This is an optimization exercise on Yosys and OpenROAD, whose aim is small area, a short achievable clock period and few clock cycles, not a production implementation.
At most, simulation tests tie the RTL to the original design; equivalence was not proved.
Power is estimated from default activity; no workload was simulated.

Setup of the previous run:
==> flow/design.v <==
module cinepak_yuv_sum (
    input  wire [7:0]  y,
    input  wire [7:0]  u,       
    input  wire [7:0]  v,       
    input  wire [8:0]  nw,      
    output wire [9:0]  r_sum,
    output wire [9:0]  g_sum,
    output wire [9:0]  b_sum
);
    wire [9:0] ys = {2'b00, y};
    cinepak_add10 u_ar (.a(ys), .b({v[7], v, 1'b0}), .ci(1'b0), .s(r_sum));
    cinepak_add10 u_ab (.a(ys), .b({u[7], u, 1'b0}), .ci(1'b0), .s(b_sum));
    cinepak_add10 u_ag (.a(ys), .b({nw[8], nw}),     .ci(1'b1), .s(g_sum));
endmodule
module cinepak_yuv_pack (
    input  wire [9:0]  r_sum,
    input  wire [9:0]  g_sum,
    input  wire [9:0]  b_sum,
    input  wire [3:0]  f,
    output wire [23:0] pix
);
    wire [7:0] r = r_sum[9] ? 8'd0 : (r_sum[8] ? 8'd255 : r_sum[7:0]);
    wire [7:0] g = g_sum[9] ? 8'd0 : (g_sum[8] ? 8'd255 : g_sum[7:0]);
    wire [7:0] b = b_sum[9] ? 8'd0 : (b_sum[8] ? 8'd255 : b_sum[7:0]);
    assign pix = ({24{f[0]}} & {8'd0, r[7:3], g[7:2], b[7:3]})
               | ({24{f[1]}} & {10'd0, r[7:3], g[7:3], b[7:4]})
               | ({24{f[2]}} & {r, g, b})
               | ({24{f[3]}} & {16'd0, b});
endmodule
module cinepak_add10 (
    input  wire [9:0] a,
    input  wire [9:0] b,
    input  wire       ci,
    output wire [9:0] s
);
    wire [9:0] g = a & b;
    wire [9:0] p = a ^ b;
    wire [9:0] gl [0:4];
    wire [9:0] pl [0:4];
    assign gl[0] = {g[9:1], g[0] | (p[0] & ci)};
    assign pl[0] = p;
    genvar k, i;
    generate
        for (k = 0; k < 4; k = k + 1) begin : lvl
            for (i = 0; i < 10; i = i + 1) begin : bit_
                if ((i >> k) & 1) begin : merge
                    assign gl[k+1][i] = gl[k][i] | (pl[k][i] & gl[k][((i >> k) << k) - 1]);
                    assign pl[k+1][i] = pl[k][i] & pl[k][((i >> k) << k) - 1];
                end else begin : pass
                    assign gl[k+1][i] = gl[k][i];
                    assign pl[k+1][i] = pl[k][i];
                end
            end
        end
    endgenerate
    assign s = p ^ {gl[4][8:0], ci};
endmodule
module cinepak_cb_loader (
    input  wire        clk,
    input  wire        rst,
    input  wire        in_valid,
    output wire        in_ready,
    input  wire [7:0]  in_data,
    input  wire [1:0]  fmt,
    output reg         out_valid,
    input  wire        out_ready,
    output reg         out_v1,
    output reg  [7:0]  out_index,
    output reg  [95:0] out_pix
);
    localparam M_HDR  = 2'd0;    
    localparam M_CB   = 2'd1;    
    localparam M_SKIP = 2'd2;    
    reg  [1:0]  mode;
    reg  [1:0]  hcnt;             
    reg  [23:0] rem;              
    reg         cb_is;            
    reg         cb_sparse;
    reg         cb_v1;
    reg         cb_short;
    reg  [1:0]  cb_fmt;
    reg         fresh;            
    reg  [5:0]  fo;               
    reg         is_ent;           
    reg  [31:0] mask;             
    reg  [3:0]  grp;              
    reg  [7:0]  cur_idx;          
    reg         cur_v1;
    reg  [7:0]  s2idx;            
    reg         s2v1;             
    reg  [7:0]  q0, q1, q2, q3;
    reg  [2:0]  qn;               
    reg  [7:0]  su, sv;
    reg  [8:0]  nw;               
    reg  [3:0]  conv_f;           
    reg  [2:0]  rdy;              
    reg  [1:0]  pc;               
    reg         s2v;              
    reg  [1:0]  s2pc;             
    reg  [9:0]  s2r, s2g, s2b;    
    reg         in_rdy;
    assign in_ready = in_rdy;
    wire take = in_valid && in_rdy;
    reg  last;                    
    reg  fits4;                   
    reg  fits6;                   
    wire fitsn = cb_short ? fits4 : fits6;
    wire rem_hi0 = (rem[23:8] == 16'd0);
    reg  [23:0] rem_dec;
    integer d;
    always @* begin
        for (d = 0; d < 24; d = d + 1)
            rem_dec[d] = rem[d] ^ ((rem & ((24'd1 << d) - 24'd1)) == 24'd0);
    end
    reg         mask_zero;
    wire        done      = mask_zero && grp[3];
    wire        need_flag = mask_zero && cb_sparse;
    reg  [4:0] lead;
    integer l;
    always @* begin
        lead = 5'd0;
        for (l = 0; l < 32; l = l + 1)
            if (mask[l]) lead = 31 - l;
    end
    wire [2:0] grp_m1   = grp[2:0] - 3'd1;
    wire [7:0] next_idx = mask_zero ? {grp[2:0], 5'd0} : {grp_m1, lead};
    reg  [31:0] clr;
    integer c;
    always @* begin
        for (c = 0; c < 32; c = c + 1)
            clr[c] = (cur_idx[4:0] == 31 - c);
    end
    wire in_cb    = (mode == M_CB);
    wire fs       = in_cb && fo[0];
    wire fs_ent   = fs && !done && !need_flag && fitsn;
    wire fs_flag  = fs && !done && need_flag && fits4;
    wire fs_skip  = fs && !fs_ent && !fs_flag;
    wire mid_ent  = in_cb && !fo[0] && is_ent;
    wire mid_flag = in_cb && !fo[0] && !is_ent;
    wire ent_end  = mid_ent && (cb_short ? fo[3] : fo[5]);
    wire y_byte   = fs_ent || (mid_ent && !fo[4] && !fo[5]);
    wire hdr_end  = take && (mode == M_HDR) && (hcnt == 2'd3);
    wire no_pay = rem_hi0 && (in_data <= 8'd4);
    wire out_free = !out_valid || out_ready;
    wire s2_move  = s2v && ((s2pc != 2'd0) || out_free);
    wire conv     = (rdy != 3'd0) && (!s2v || s2_move);
    wire y_in     = take && y_byte;
    wire y_rdy    = y_in && cb_short;
    wire ent_in   = take && !cb_short && ent_end;
    wire [2:0] rdy_up = rdy + 3'd1;
    wire [2:0] rdy_dn = rdy - 3'd1;
    wire [2:0] qn_up  = qn + 3'd1;
    wire [2:0] qn_dn  = qn - 3'd1;
    wire [2:0] rdy_n = ent_in ? 3'd4 :
                       (y_rdy && !conv) ? rdy_up :
                       (!y_rdy && conv) ? rdy_dn : rdy;
    wire [2:0] qn_n  = (y_in && !conv) ? qn_up :
                       (!y_in && conv) ? qn_dn : qn;
    wire [1:0] pc_n  = pc + {1'b0, conv};
    wire       s2v_n  = conv || (s2v && !s2_move);
    wire [1:0] s2pc_n = conv ? pc : s2pc;
    wire out_valid_n = (out_valid && !out_ready) || (s2_move && s2pc == 2'd3);
    wire [2:0] wp    = conv ? qn_dn : qn;
    wire fresh_n     = hdr_end ? (!no_pay && cb_is) : (take ? 1'b0 : fresh);
    wire sure_n   = !s2v_n || (s2pc_n != 2'd0) || !out_valid_n;
    wire rdy_nz_n = (rdy_n != 3'd0);
    always @(posedge clk) begin
        if (rst) begin
            mode   <= M_HDR;
            hcnt   <= 2'd0;
            fo     <= 6'd1;
            fresh  <= 1'b0;
            rdy    <= 3'd0;
            qn     <= 3'd0;
            pc     <= 2'd0;
            s2v    <= 1'b0;
            in_rdy <= 1'b1;
            out_valid <= 1'b0;
        end else begin
            rdy    <= rdy_n;
            qn     <= qn_n;
            pc     <= pc_n;
            s2v    <= s2v_n;
            fresh  <= fresh_n;
            out_valid <= out_valid_n;
            in_rdy <= !((qn_n == 3'd4) && rdy_nz_n && !sure_n) &&
                      !(fresh_n && (qn_n != 3'd0));
            if (take) begin
                case (mode)
                M_HDR: begin
                    hcnt <= hcnt + 2'd1;
                    if (hcnt == 2'd3) begin
                        fo   <= 6'd1;
                        if (no_pay)
                            mode <= M_HDR;
                        else if (cb_is)
                            mode <= M_CB;
                        else
                            mode <= M_SKIP;
                    end
                end
                default: begin
                    if (last) begin
                        mode <= M_HDR;
                        hcnt <= 2'd0;
                    end else if (fs_skip) begin
                        mode <= M_SKIP;
                    end
                    if (fs_flag || fs_ent)
                        fo   <= 6'd2;
                    if (mid_flag || mid_ent)
                        fo   <= ((mid_flag && fo[3]) || ent_end) ? 6'd1 : {fo[4:0], 1'b0};
                end
                endcase
            end
        end
    end
    always @(posedge clk) begin
        if (hdr_end)
            mask_zero <= 1'b1;
        else if (in_rdy && mid_flag && fo[3])
            mask_zero <= (mask[31:8] == 24'd0) && (in_data == 8'd0);
        else
            mask_zero <= (mask == 32'd0);
        if (hdr_end) begin
            grp  <= 4'd0;
            mask <= 32'd0;
        end
        if (take && mode != M_HDR) begin
            rem   <= rem_dec;
            last  <= (rem == 24'd6);
            fits4 <= !rem_hi0 || (rem[7:0] >= 8'd9);
            fits6 <= !rem_hi0 || (rem[7:0] >= 8'd11);
        end
        if (hdr_end) begin
            last  <= rem_hi0 && (in_data == 8'd5);
            fits4 <= !rem_hi0 || (in_data >= 8'd8);
            fits6 <= !rem_hi0 || (in_data >= 8'd10);
        end
        if (take && fs_flag) begin
            mask[31:24] <= in_data;
            grp    <= grp + 4'd1;
            is_ent <= 1'b0;
        end
        if (take && fs_ent) begin
            if (mask_zero) begin
                mask <= 32'hffffffff;
                grp  <= grp + 4'd1;
            end
            conv_f  <= 4'b0001 << cb_fmt;
            cur_idx <= next_idx;
            cur_v1  <= cb_v1;
            is_ent  <= 1'b1;
            if (cb_short || cb_fmt == 2'd3) begin
                su <= 8'd0;
                sv <= 8'd0;
                nw <= 9'h1ff;
            end
        end
        if (in_rdy) begin
            if (mode == M_HDR) begin
                case (hcnt)
                    2'd0: begin
                        cb_is     <= (in_data[7:3] == 5'b00100);
                        cb_sparse <= in_data[0];
                        cb_v1     <= in_data[1];
                        cb_short  <= in_data[2];
                        cb_fmt    <= fmt;
                    end
                    2'd1: rem[23:16] <= in_data;
                    2'd2: rem[15:8]  <= in_data;
                    default: rem[7:0] <= in_data;
                endcase
            end
            if (mid_ent) begin
                if (fo[4] && cb_fmt != 2'd3) su <= in_data;
                if (fo[5] && cb_fmt != 2'd3) begin
                    sv <= in_data;
                    nw <= ~w_sum[8:0];
                end
                if (fo[1])
                    mask <= mask & ~clr;
            end
            if (mid_flag) begin
                if (fo[1]) mask[23:16] <= in_data;
                if (fo[2]) mask[15:8]  <= in_data;
                if (fo[3]) mask[7:0]   <= in_data;
            end
        end
    end
    wire wr = in_rdy && y_byte;
    wire [9:0] w_sum;
    cinepak_add10 u_aw (.a({{3{su[7]}}, su[7:1]}), .b({{2{in_data[7]}}, in_data}), .ci(1'b0), .s(w_sum));
    always @(posedge clk) begin
        if (conv) begin
            q0 <= q1;
            q1 <= q2;
            q2 <= q3;
        end
        if (wr) begin
            case (wp[1:0])
                2'd0: q0 <= in_data;
                2'd1: q1 <= in_data;
                2'd2: q2 <= in_data;
                default: q3 <= in_data;
            endcase
        end
    end
    wire [9:0] r_sum, g_sum, b_sum;
    cinepak_yuv_sum u_sum (.y(q0), .u(su), .v(sv), .nw(nw),
                           .r_sum(r_sum), .g_sum(g_sum), .b_sum(b_sum));
    always @(posedge clk) begin
        if (conv) begin
            s2pc <= pc;
            if (pc == 2'd0) begin
                s2idx <= cur_idx;
                s2v1  <= cur_v1;
            end
            s2r  <= r_sum;
            s2g  <= g_sum;
            s2b  <= b_sum;
        end
    end
    wire [23:0] pix;
    cinepak_yuv_pack u_pack (.r_sum(s2r), .g_sum(s2g), .b_sum(s2b), .f(conv_f), .pix(pix));
    always @(posedge clk) begin
        if (s2_move) begin
            case (s2pc)
                2'd0: begin
                    out_pix[23:0] <= pix;
                    out_v1        <= s2v1;
                    out_index     <= s2idx;
                end
                2'd1: out_pix[47:24] <= pix;
                2'd2: out_pix[71:48] <= pix;
                default: out_pix[95:72] <= pix;
            endcase
        end
    end
endmodule
clock: 5.0 ns
lec_check: 0
cap_margin: 20
core_margin: 2
core_utilization: 40
cts_cluster_diameter: 75
cts_cluster_size: 36
place_density: 0.6
setup_slack_margin: 3
slew_margin: 20
tns_end_percent: 0
standard.sh (not shown) runs the stock make flow with config.mk's settings and CLKGATE_MAP_FILE= SYNTH_SCRIPT=/design/flow/synth_recipe.tcl, a recipe that flattens the netlist after the stock synthesis.
==> flow/flow/run.sh <==
#!/bin/bash
# Standard ORFS layout, with small port buffers instead of delay cells and
# free cell sizing during timing repair.
bash standard.sh BUFFER_PORTS_ARGS="-buffer_cell sky130_fd_sc_hd__buf_1" MATCH_CELL_FOOTPRINT=0 finish > standard.log 2>&1
Testbench counts of the previous run, summed over its fixed seeds: cycles 73,511.
## Diff of input files: the current run against the previous run
diff --git a/flow/design.v b/flow/design.v
--- a/flow/design.v
+++ b/flow/design.v
@@ -114,23 +114,18 @@
     end
     reg         mask_zero;
     wire        done      = mask_zero && grp[3];
     wire        need_flag = mask_zero && cb_sparse;
+    wire [31:0] m_eff     = mask_zero ? 32'hffffffff : mask;
     reg  [4:0] lead;
     integer l;
     always @* begin
         lead = 5'd0;
         for (l = 0; l < 32; l = l + 1)
-            if (mask[l]) lead = 31 - l;
+            if (m_eff[l]) lead = 31 - l;
     end
     wire [2:0] grp_m1   = grp[2:0] - 3'd1;
-    wire [7:0] next_idx = mask_zero ? {grp[2:0], 5'd0} : {grp_m1, lead};
-    reg  [31:0] clr;
-    integer c;
-    always @* begin
-        for (c = 0; c < 32; c = c + 1)
-            clr[c] = (cur_idx[4:0] == 31 - c);
-    end
+    wire [7:0] next_idx = {(mask_zero ? grp[2:0] : grp_m1), lead};
     wire in_cb    = (mode == M_CB);
     wire fs       = in_cb && fo[0];
     wire fs_ent   = fs && !done && !need_flag && fitsn;
     wire fs_flag  = fs && !done && need_flag && fits4;
@@ -278,9 +273,9 @@
                     sv <= in_data;
                     nw <= ~w_sum[8:0];
                 end
                 if (fo[1])
-                    mask <= mask & ~clr;
+                    mask[~cur_idx[4:0]] <= 1'b0;
             end
             if (mid_flag) begin
                 if (fo[1]) mask[23:16] <= in_data;
                 if (fo[2]) mask[15:8]  <= in_data;
==> comparison <==
Switching part of the total | the current run above the previous run. Summary: with the previous run as the reference, area of the die in the current run moved up by a few percent. | vias after detailed routing | the current run vs the previous run | 5.3% higher |. Total power ends up higher on the current run. Compared with the previous run, the current run has extra setup slack. When the current run is set beside the previous run, its growth of design area from synthesis to finish turns out to be 1.6 points larger. Buffer count excluding the clock tree in the final layout ended up 10 higher on the current run than on the previous run. The previous run reports its start point of the critical path as in_data[0] while the current run reports q0[0]$_DFF_P_. On unique cell type count in the Yosys netlist, the previous run and the current run are basically level. Core utilization: the current run higher than the previous run. Sequential cell count: the current run vs the previous run identical.
No functional check of the RTL was part of the current run.

## afterwards: timing with drivers on the ports
No port has a modelled driver above. Below, the same layouts with a new extraction and two added sets of constraints. Step 1 sets driving cells, clkbuf_16 on the clock port and buf_2 on the other inputs (assumed; they add their load-dependent delay and slew). Step 2, shift: input delay + t, output delay - t, t = (earliest + latest rising clock arrival at the registers) / 2. This alone moves slack from input paths to output paths. a / b / c = no drivers / after step 1 / after step 2; a / b = the first two.
run	t (ns)	slack for setup (ns)	worst setup path after step 2
the previous run	0.569	2.617 / 2.623 / 2.070	input to register
the current run	0.585	2.663 / 2.663 / 2.116	input to register
After both steps every run listed still meets setup and hold.
